This design comes from an exercise in tuning for a short achievable clock period and few clock cycles on the open sky130 flow, not from production work. At most, simulation tests tie the RTL to the original design; equivalence was not proved. No activity file was given, so power comes from the tool's default toggle rates.

==> build 41: inputs <==
Design ost_ddmd, start of the top module:
module ost_ddmd (
    input  wire         clk,
    input  wire         rst,
    input  wire         req_valid,
    output wire         req_ready,
    input  wire [31:0]  req_op,
    input  wire [31:0]  req_in_len,
    input  wire [31:0]  req_out_cap,
    input  wire [95:0]  req_in,         
    output wire         resp_valid,
    input  wire         resp_ready,
    output wire [1:0]   resp_status,
    output wire [31:0]  resp_bytes,
    output wire [319:0] resp_out,       
    output wire         prim_valid,
    output wire [2:0]   prim_cmd,
    output wire [63:0]  prim_addr,
    output wire [63:0]  prim_wdata,
    input  wire         prim_ack,
    input  wire [63:0]  prim_rdata,
    input  wire [15:0]  prim_rlimit,
    input  wire         prim_fault,
    output wire         faulted
);
clock: 10.0 ns
lec_check: 0
cap_margin: 20
core_area: 5 5 235 235
cts_cluster_diameter: 60
cts_cluster_size: 10
die_area: 0 0 240 240
slew_margin: 40
synth_hierarchical: 1
synth_minimum_keep_size: 0
standard.sh (not shown) runs the stock make flow with config.mk's settings and CLKGATE_MAP_FILE= SYNTH_SCRIPT=/design/flow/synth_recipe.tcl, a recipe that flattens the netlist after the stock synthesis.
==> flow/flow/run.sh <==
#!/bin/bash
set -o pipefail
MARGIN=${MARGIN:-7}
bash standard.sh SETUP_SLACK_MARGIN=$MARGIN \
    "BUFFER_PORTS_ARGS=-buffer_cell sky130_fd_sc_hd__buf_4" \
    "PLACE_PINS_ARGS=-min_distance 1 -min_distance_in_tracks" \
    finish > flow_standard.log 2>&1
rc=$?
cp -r orfs/logs/sky130hd/ost_ddmd/base orfs_logs 2>/dev/null
exit $rc
==> build 2: changes against build 41 <==
--- a/flow/design.v
+++ b/flow/design.v
@@ -68,17 +68,16 @@
     reg ready_q, valid_q, pvalid_q;    
     reg [2:0]   cmd_q;
     reg [63:0]  addr_q;
     reg [63:0]  wdata_q;
     reg [1:0]   status_q;
     reg         bytes3_q, bytes5_q;
     reg [2:0]   cmd_o;
     reg [63:0]  addr_o;
-    reg [63:0]  wdata_o;
     reg [3:0]   rq_o;
     reg [12:0]  idx_q;         
     reg         hi_ok_q;       
     reg [63:0]  out_lo;        
     reg [31:0]  f_base_lo;
     reg [31:0]  f_base_hi;
     reg [3:0]   f_type;
     reg         f_s, f_p, f_avl, f_l, f_db, f_g;
@@ -86,26 +85,23 @@
     reg [63:0]  f_raw_lo;
     reg [63:0]  f_raw_hi;
     assign req_ready   = ready_q;
     assign resp_valid  = valid_q;
     assign faulted     = s_fault;
     assign prim_valid  = pvalid_q;
     assign prim_cmd    = cmd_o;
     assign prim_addr   = addr_o;
-    assign prim_wdata  = wdata_o;
+    assign prim_wdata  = wdata_q;
     assign resp_status = rq_o[3:2];
     assign resp_bytes  = {26'd0, rq_o[0], 1'b0, rq_o[1], 3'd0};
-    reg [63:0]  out_lo_o;
-    reg [107:0] lo_f_o;        
-    reg [95:0]  hi_f_o;        
-    assign resp_out    = {hi_f_o[63:0], lo_f_o[63:0],
-                          7'd0, lo_f_o[64], 7'd0, lo_f_o[65], 7'd0, lo_f_o[66], 7'd0, lo_f_o[67],
-                          7'd0, lo_f_o[68], 6'd0, lo_f_o[70:69], 7'd0, lo_f_o[71], 4'd0, lo_f_o[75:72],
-                          hi_f_o[95:64], lo_f_o[107:76], out_lo_o};
+    assign resp_out    = {f_raw_hi, f_raw_lo,
+                          7'd0, f_g, 7'd0, f_db, 7'd0, f_l, 7'd0, f_avl,
+                          7'd0, f_p, 6'd0, f_dpl, 7'd0, f_s, 4'd0, f_type,
+                          f_base_hi, f_base_lo, out_lo};
     wire go_rd, go_wr, go_qs;
     wire [1:0] chk_status;
     wire       chk_b3;
     ost_req_check u_chk (
         .op(req_op), .len(req_in_len), .cap(req_out_cap), .seg(req_in[15:0]),
         .go_rd(go_rd), .go_wr(go_wr), .go_qs(go_qs),
         .status(chk_status), .b3(chk_b3)
     );
@@ -180,26 +176,23 @@
         .avl    (dec_avl),
         .l      (dec_l),
         .db     (dec_db),
         .g      (dec_g)
     );
     wire in_prim = s_prim | s_fix;
     wire [63:0] wdata_d;
     ost_ao22 #(64) u_wdata (.a({64{s_idle}}), .b(req_in[95:32]), .c({64{~s_idle}}), .d(wdata_q), .y(wdata_d));
-    wire [63:0] wdata_od;
-    ost_ao22 #(64) u_wdata_o (.a({64{s_idle}}), .b(req_in[95:32]), .c({64{~s_idle}}), .d(wdata_q), .y(wdata_od));
     wire [3:0] rq_d, rq_od;
     ost_ao22 #(4) u_rq (.a({4{s_idle}}), .b({chk_status, chk_b3, go_qs}),
                         .c({4{~s_idle}}), .d({status_q, bytes3_q, bytes5_q}), .y(rq_d));
     ost_ao22 #(4) u_rq_o (.a({4{s_idle}}), .b({chk_status, chk_b3, go_qs}),
                           .c({4{~s_idle}}), .d({status_q, bytes3_q, bytes5_q}), .y(rq_od));
     always @(posedge clk) begin
         wdata_q <= wdata_d;
-        wdata_o <= wdata_od;
         {status_q, bytes3_q, bytes5_q} <= rq_d;
         rq_o    <= rq_od;
     end
     wire [2:0] cmd_d;
     ost_cmd_next u_cmd (
         .s_idle(s_idle), .s_rdsreg(s_rdsreg), .s_sgdt(s_sgdt), .ack(prim_ack),
         .op(req_op[1:0]), .q(cmd_q), .d(cmd_d)
     );
@@ -243,44 +236,29 @@
     end
     wire [63:0] out_lo_new = s_msr   ? prim_rdata :
                              s_memlo ? {12'd0, dec_limit, 7'd0, ~prim_rdata[44], 7'd0, 1'b1, out_lo[15:0]} :
                                        {out_lo[63:16], prim_rdata[15:0]};
     wire [63:0] out_lo_ld = {{48{s_msr | s_memlo}}, {16{s_msr | s_rdsreg}}};
     wire [63:0] out_lo_hd = {{48{~s_idle & ~s_msr & ~s_memlo & ~s_clr}}, {16{~s_idle & ~s_msr & ~s_rdsreg}}};
     wire [63:0] out_lo_d;
     ost_ao22 #(64) u_out_lo (.a(out_lo_ld), .b(out_lo_new), .c(out_lo_hd), .d(out_lo), .y(out_lo_d));
-    wire [63:0] out_lo_od;
-    ost_ao22 #(64) u_out_lo_o (.a(out_lo_ld), .b(out_lo_new), .c(out_lo_hd), .d(out_lo), .y(out_lo_od));
-    always @(posedge clk) begin
-        out_lo   <= out_lo_d;
-        out_lo_o <= out_lo_od;
-    end
+    always @(posedge clk) out_lo <= out_lo_d;
     wire [109:0] lo_new = {dec_base[31:0], dec_type, dec_s, dec_dpl, dec_p, dec_avl,
                            dec_l, dec_db, dec_g, prim_rdata};
     wire [109:0] lo_q   = {f_base_lo, f_type, f_s, f_dpl, f_p, f_avl, f_l, f_db, f_g, f_raw_lo};
     wire [109:0] lo_d;
     ost_ao22 #(110) u_lo_f (.a({110{s_memlo}}), .b(lo_new), .c({110{~s_idle & ~s_memlo & ~s_clr}}), .d(lo_q), .y(lo_d));
-    wire [109:0] lo_od;
-    ost_ao22 #(110) u_lo_f_o (.a({110{s_memlo}}), .b(lo_new), .c({110{~s_idle & ~s_memlo & ~s_clr}}), .d(lo_q), .y(lo_od));
-    always @(posedge clk) begin
+    always @(posedge clk)
         {f_base_lo, f_type, f_s, f_dpl, f_p, f_avl, f_l, f_db, f_g, f_raw_lo} <= lo_d;
-        lo_f_o <= lo_od;
-    end
     wire [95:0] hi_q = {f_base_hi, f_raw_hi};
     wire [95:0] hi_f_d;
     ost_ao22 #(96) u_hi_f (.a({96{s_memhi}}), .b({prim_rdata[31:0], prim_rdata}),
                            .c({96{~s_idle & ~s_memhi}}), .d(hi_q), .y(hi_f_d));
-    wire [95:0] hi_f_od;
-    ost_ao22 #(96) u_hi_f_o (.a({96{s_memhi}}), .b({prim_rdata[31:0], prim_rdata}),
-                             .c({96{~s_idle & ~s_memhi}}), .d(hi_q), .y(hi_f_od));
-    always @(posedge clk) begin
-        {f_base_hi, f_raw_hi} <= hi_f_d;
-        hi_f_o <= hi_f_od;
-    end
+    always @(posedge clk) {f_base_hi, f_raw_hi} <= hi_f_d;
 endmodule
 module ost_ao22 #(parameter W = 1) (
     input  wire [W-1:0] a,
     input  wire [W-1:0] b,
     input  wire [W-1:0] c,
     input  wire [W-1:0] d,
     output wire [W-1:0] y
 );
==> trial 6: changes against build 41 <==
--- a/flow/design.v
+++ b/flow/design.v
@@ -66,46 +66,39 @@
     reg s_rdsreg, s_sgdt, s_fix, s_memlo, s_memhi;
     reg s_clr;       
     reg ready_q, valid_q, pvalid_q;    
     reg [2:0]   cmd_q;
     reg [63:0]  addr_q;
     reg [63:0]  wdata_q;
     reg [1:0]   status_q;
     reg         bytes3_q, bytes5_q;
-    reg [2:0]   cmd_o;
-    reg [63:0]  addr_o;
-    reg [63:0]  wdata_o;
-    reg [3:0]   rq_o;
     reg [12:0]  idx_q;         
     reg         hi_ok_q;       
     reg [63:0]  out_lo;        
     reg [31:0]  f_base_lo;
     reg [31:0]  f_base_hi;
     reg [3:0]   f_type;
     reg         f_s, f_p, f_avl, f_l, f_db, f_g;
     reg [1:0]   f_dpl;
     reg [63:0]  f_raw_lo;
     reg [63:0]  f_raw_hi;
     assign req_ready   = ready_q;
     assign resp_valid  = valid_q;
     assign faulted     = s_fault;
     assign prim_valid  = pvalid_q;
-    assign prim_cmd    = cmd_o;
-    assign prim_addr   = addr_o;
-    assign prim_wdata  = wdata_o;
-    assign resp_status = rq_o[3:2];
-    assign resp_bytes  = {26'd0, rq_o[0], 1'b0, rq_o[1], 3'd0};
-    reg [63:0]  out_lo_o;
-    reg [107:0] lo_f_o;        
-    reg [95:0]  hi_f_o;        
-    assign resp_out    = {hi_f_o[63:0], lo_f_o[63:0],
-                          7'd0, lo_f_o[64], 7'd0, lo_f_o[65], 7'd0, lo_f_o[66], 7'd0, lo_f_o[67],
-                          7'd0, lo_f_o[68], 6'd0, lo_f_o[70:69], 7'd0, lo_f_o[71], 4'd0, lo_f_o[75:72],
-                          hi_f_o[95:64], lo_f_o[107:76], out_lo_o};
+    assign prim_cmd    = cmd_q;
+    assign prim_addr   = addr_q;
+    assign prim_wdata  = wdata_q;
+    assign resp_status = status_q;
+    assign resp_bytes  = {26'd0, bytes5_q, 1'b0, bytes3_q, 3'd0};
+    assign resp_out    = {f_raw_hi, f_raw_lo,
+                          7'd0, f_g, 7'd0, f_db, 7'd0, f_l, 7'd0, f_avl,
+                          7'd0, f_p, 6'd0, f_dpl, 7'd0, f_s, 4'd0, f_type,
+                          f_base_hi, f_base_lo, out_lo};
     wire go_rd, go_wr, go_qs;
     wire [1:0] chk_status;
     wire       chk_b3;
     ost_req_check u_chk (
         .op(req_op), .len(req_in_len), .cap(req_out_cap), .seg(req_in[15:0]),
         .go_rd(go_rd), .go_wr(go_wr), .go_qs(go_qs),
         .status(chk_status), .b3(chk_b3)
     );
@@ -180,107 +173,71 @@
         .avl    (dec_avl),
         .l      (dec_l),
         .db     (dec_db),
         .g      (dec_g)
     );
     wire in_prim = s_prim | s_fix;
     wire [63:0] wdata_d;
     ost_ao22 #(64) u_wdata (.a({64{s_idle}}), .b(req_in[95:32]), .c({64{~s_idle}}), .d(wdata_q), .y(wdata_d));
-    wire [63:0] wdata_od;
-    ost_ao22 #(64) u_wdata_o (.a({64{s_idle}}), .b(req_in[95:32]), .c({64{~s_idle}}), .d(wdata_q), .y(wdata_od));
-    wire [3:0] rq_d, rq_od;
+    wire [3:0] rq_d;
     ost_ao22 #(4) u_rq (.a({4{s_idle}}), .b({chk_status, chk_b3, go_qs}),
                         .c({4{~s_idle}}), .d({status_q, bytes3_q, bytes5_q}), .y(rq_d));
-    ost_ao22 #(4) u_rq_o (.a({4{s_idle}}), .b({chk_status, chk_b3, go_qs}),
-                          .c({4{~s_idle}}), .d({status_q, bytes3_q, bytes5_q}), .y(rq_od));
     always @(posedge clk) begin
         wdata_q <= wdata_d;
-        wdata_o <= wdata_od;
         {status_q, bytes3_q, bytes5_q} <= rq_d;
-        rq_o    <= rq_od;
     end
     wire [2:0] cmd_d;
     ost_cmd_next u_cmd (
         .s_idle(s_idle), .s_rdsreg(s_rdsreg), .s_sgdt(s_sgdt), .ack(prim_ack),
         .op(req_op[1:0]), .q(cmd_q), .d(cmd_d)
     );
-    wire [2:0] cmd_od;
-    ost_cmd_next u_cmd_o (
-        .s_idle(s_idle), .s_rdsreg(s_rdsreg), .s_sgdt(s_sgdt), .ack(prim_ack),
-        .op(req_op[1:0]), .q(cmd_q), .d(cmd_od)
-    );
-    always @(posedge clk) begin
-        cmd_q <= cmd_d;
-        cmd_o <= cmd_od;
-    end
+    always @(posedge clk) cmd_q <= cmd_d;
     wire [63:0] addr_inc;
     assign addr_inc[63:16] = s_fix ? addr_q[63:16] + 48'd1 : addr_q[63:16];
     assign addr_inc[15:0]  = addr_q[15:0];
     wire [63:0] addr_nx8 = {addr_q[63:3] + 61'd1, addr_q[2:0]};
-    wire [63:0] addr_oth, addr_d, addr_od;
+    wire [63:0] addr_o, addr_d;
     ost_addr_other u_aoth (
         .s_idle(s_idle), .s_memlo(s_memlo), .ack(prim_ack),
-        .rq(req_in[31:0]), .nx8(addr_nx8), .q(addr_inc), .d(addr_oth)
+        .rq(req_in[31:0]), .nx8(addr_nx8), .q(addr_inc), .d(addr_o)
     );
     ost_mux2n #(64) u_amux (
         .s(s_sgdt), .sn(~s_sgdt),
-        .a({prim_rdata[63:16], ea_sum, prim_rdata[2:0]}), .b(addr_oth), .y(addr_d)
+        .a({prim_rdata[63:16], ea_sum, prim_rdata[2:0]}), .b(addr_o), .y(addr_d)
     );
-    ost_mux2n #(64) u_amux_o (
-        .s(s_sgdt), .sn(~s_sgdt),
-        .a({prim_rdata[63:16], ea_sum, prim_rdata[2:0]}), .b(addr_oth), .y(addr_od)
-    );
-    always @(posedge clk) begin
-        addr_q <= addr_d;
-        addr_o <= addr_od;
-    end
+    always @(posedge clk) addr_q <= addr_d;
     wire [12:0] idx_d;
     ost_ao22 #(13) u_idx (.a({13{s_rdsreg}}), .b(sel_index), .c({13{~s_rdsreg}}), .d(idx_q), .y(idx_d));
     wire hi_d;
     ost_ao22 #(1) u_hi_ok (.a(s_sgdt), .b(~hi_gt & ~idx1[13]), .c(~s_sgdt), .d(hi_ok_q), .y(hi_d));
     always @(posedge clk) begin
         idx_q   <= idx_d;
         hi_ok_q <= hi_d;
     end
     wire [63:0] out_lo_new = s_msr   ? prim_rdata :
                              s_memlo ? {12'd0, dec_limit, 7'd0, ~prim_rdata[44], 7'd0, 1'b1, out_lo[15:0]} :
                                        {out_lo[63:16], prim_rdata[15:0]};
     wire [63:0] out_lo_ld = {{48{s_msr | s_memlo}}, {16{s_msr | s_rdsreg}}};
     wire [63:0] out_lo_hd = {{48{~s_idle & ~s_msr & ~s_memlo & ~s_clr}}, {16{~s_idle & ~s_msr & ~s_rdsreg}}};
     wire [63:0] out_lo_d;
     ost_ao22 #(64) u_out_lo (.a(out_lo_ld), .b(out_lo_new), .c(out_lo_hd), .d(out_lo), .y(out_lo_d));
-    wire [63:0] out_lo_od;
-    ost_ao22 #(64) u_out_lo_o (.a(out_lo_ld), .b(out_lo_new), .c(out_lo_hd), .d(out_lo), .y(out_lo_od));
-    always @(posedge clk) begin
-        out_lo   <= out_lo_d;
-        out_lo_o <= out_lo_od;
-    end
+    always @(posedge clk) out_lo <= out_lo_d;
     wire [109:0] lo_new = {dec_base[31:0], dec_type, dec_s, dec_dpl, dec_p, dec_avl,
                            dec_l, dec_db, dec_g, prim_rdata};
     wire [109:0] lo_q   = {f_base_lo, f_type, f_s, f_dpl, f_p, f_avl, f_l, f_db, f_g, f_raw_lo};
     wire [109:0] lo_d;
     ost_ao22 #(110) u_lo_f (.a({110{s_memlo}}), .b(lo_new), .c({110{~s_idle & ~s_memlo & ~s_clr}}), .d(lo_q), .y(lo_d));
-    wire [109:0] lo_od;
-    ost_ao22 #(110) u_lo_f_o (.a({110{s_memlo}}), .b(lo_new), .c({110{~s_idle & ~s_memlo & ~s_clr}}), .d(lo_q), .y(lo_od));
-    always @(posedge clk) begin
+    always @(posedge clk)
         {f_base_lo, f_type, f_s, f_dpl, f_p, f_avl, f_l, f_db, f_g, f_raw_lo} <= lo_d;
-        lo_f_o <= lo_od;
-    end
     wire [95:0] hi_q = {f_base_hi, f_raw_hi};
     wire [95:0] hi_f_d;
     ost_ao22 #(96) u_hi_f (.a({96{s_memhi}}), .b({prim_rdata[31:0], prim_rdata}),
                            .c({96{~s_idle & ~s_memhi}}), .d(hi_q), .y(hi_f_d));
-    wire [95:0] hi_f_od;
-    ost_ao22 #(96) u_hi_f_o (.a({96{s_memhi}}), .b({prim_rdata[31:0], prim_rdata}),
-                             .c({96{~s_idle & ~s_memhi}}), .d(hi_q), .y(hi_f_od));
-    always @(posedge clk) begin
-        {f_base_hi, f_raw_hi} <= hi_f_d;
-        hi_f_o <= hi_f_od;
-    end
+    always @(posedge clk) {f_base_hi, f_raw_hi} <= hi_f_d;
 endmodule
 module ost_ao22 #(parameter W = 1) (
     input  wire [W-1:0] a,
     input  wire [W-1:0] b,
     input  wire [W-1:0] c,
     input  wire [W-1:0] d,
     output wire [W-1:0] y
 );
==> flow/flow/run.sh (replaced) <==
#!/bin/bash
set -o pipefail
MARGIN=${MARGIN:-7}
bash standard.sh SETUP_SLACK_MARGIN=$MARGIN \
    "BUFFER_PORTS_ARGS=-buffer_cell sky130_fd_sc_hd__buf_4" \
    finish > flow_standard.log 2>&1
rc=$?
cp -r orfs/logs/sky130hd/ost_ddmd/base orfs_logs 2>/dev/null
exit $rc
Settings changed: CORE_AREA 5 5 235 235 to 10 10 310 310, CTS_CLUSTER_DIAMETER 60 to unset, CTS_CLUSTER_SIZE 10 to unset, DIE_AREA 0 0 240 240 to 0 0 320 320.
==> results.txt <==
Core utilization, highest first: build 41, build 2, trial 6.
The highest flip-flop and latch count belongs to build 41, the lowest to trial 6.
Between build 2 and build 41, the lower worst setup slack is in build 41 (gap 17 ps).
Combinational power, lowest first: build 2, trial 6, build 41.
The lowest final area belongs to trial 6, the highest to build 41.
The highest power belongs to build 41, the lowest to trial 6.
The highest clock power belongs to build 41, the lowest to build 2.
==> figures <==
| item | build 41 | build 2 | trial 6 |
|---|---|---|---|
| Status | complete, no violations | complete, no violations | complete, no violations |
| Layout cells sized above 1 | 34.7% | 43.8% | 49.4% |
| Initial antenna violation count | 12 | 11 | 12 |
| Clock sink count | 834 | 502 | 431 |
| Number of flip-flops and latches | 834 | 502 | 431 |
| Clock share of power | 42.7% | 41.8% | 46.3% |
| Comb group | 579 µW | 489 µW | 538 µW |
| Met1 usage | 41.6% | 32.4% | 22.5% |
| Area post-placement | 37400 µm² | 27900 µm² | 26300 µm² |
| Worst-case register-to-register setup slack | 7100 ps | 7160 ps | 7100 ps |
| Number of multi-input logic gates | 2171 | 1839 | 1635 |
| Total Nets Final | 4161 | 3570 | 3377 |
| Detailed-route via count | 28066 | 21287 | 19989 |
| Synthesized netlist cell count | 3197 | 2539 | 2280 |
| Die extent in y | 240 µm | 240 µm | 320 µm |
Testbench counts of trial 6, summed over its fixed seeds: cycles 50,336.
Only the layout flow was run in build 41 and build 2; the RTL was not checked for function there.

-- what the ideal ports hide --
The flow's constraints put no driver on any port. The routed layouts listed below were extracted and timed again, unchanged, in two steps.
Step 1, drivers: a clkbuf_16 drives clk and a buf_2 each remaining input, both assumed.
Step 2 times the ports against the registers' clock, not the clock port: input delays grow and output delays shrink by t, the midpoint of the rising clock arrivals with the driver on.
Three values: ideal ports, drivers, drivers and shift; two values: the first two.
run	shift t [ns]	setup WS [ns]	worst setup path after step 2	worst slew at a driven data input, ns	cell pins on the clock port's net
build 41	0.690	6.904 / 6.841 / 6.393	input to register	0.12	1
build 2	0.675	6.921 / 6.859 / 6.486	input to register	0.13	1
trial 6	0.661	6.849 / 6.799 / 6.485	input to register	0.13	1
After both steps every run listed still meets setup and hold. For build 41, which loses most, drivers alone change the setup slack by -0.063 ns; drivers and shift together by -0.511 ns.
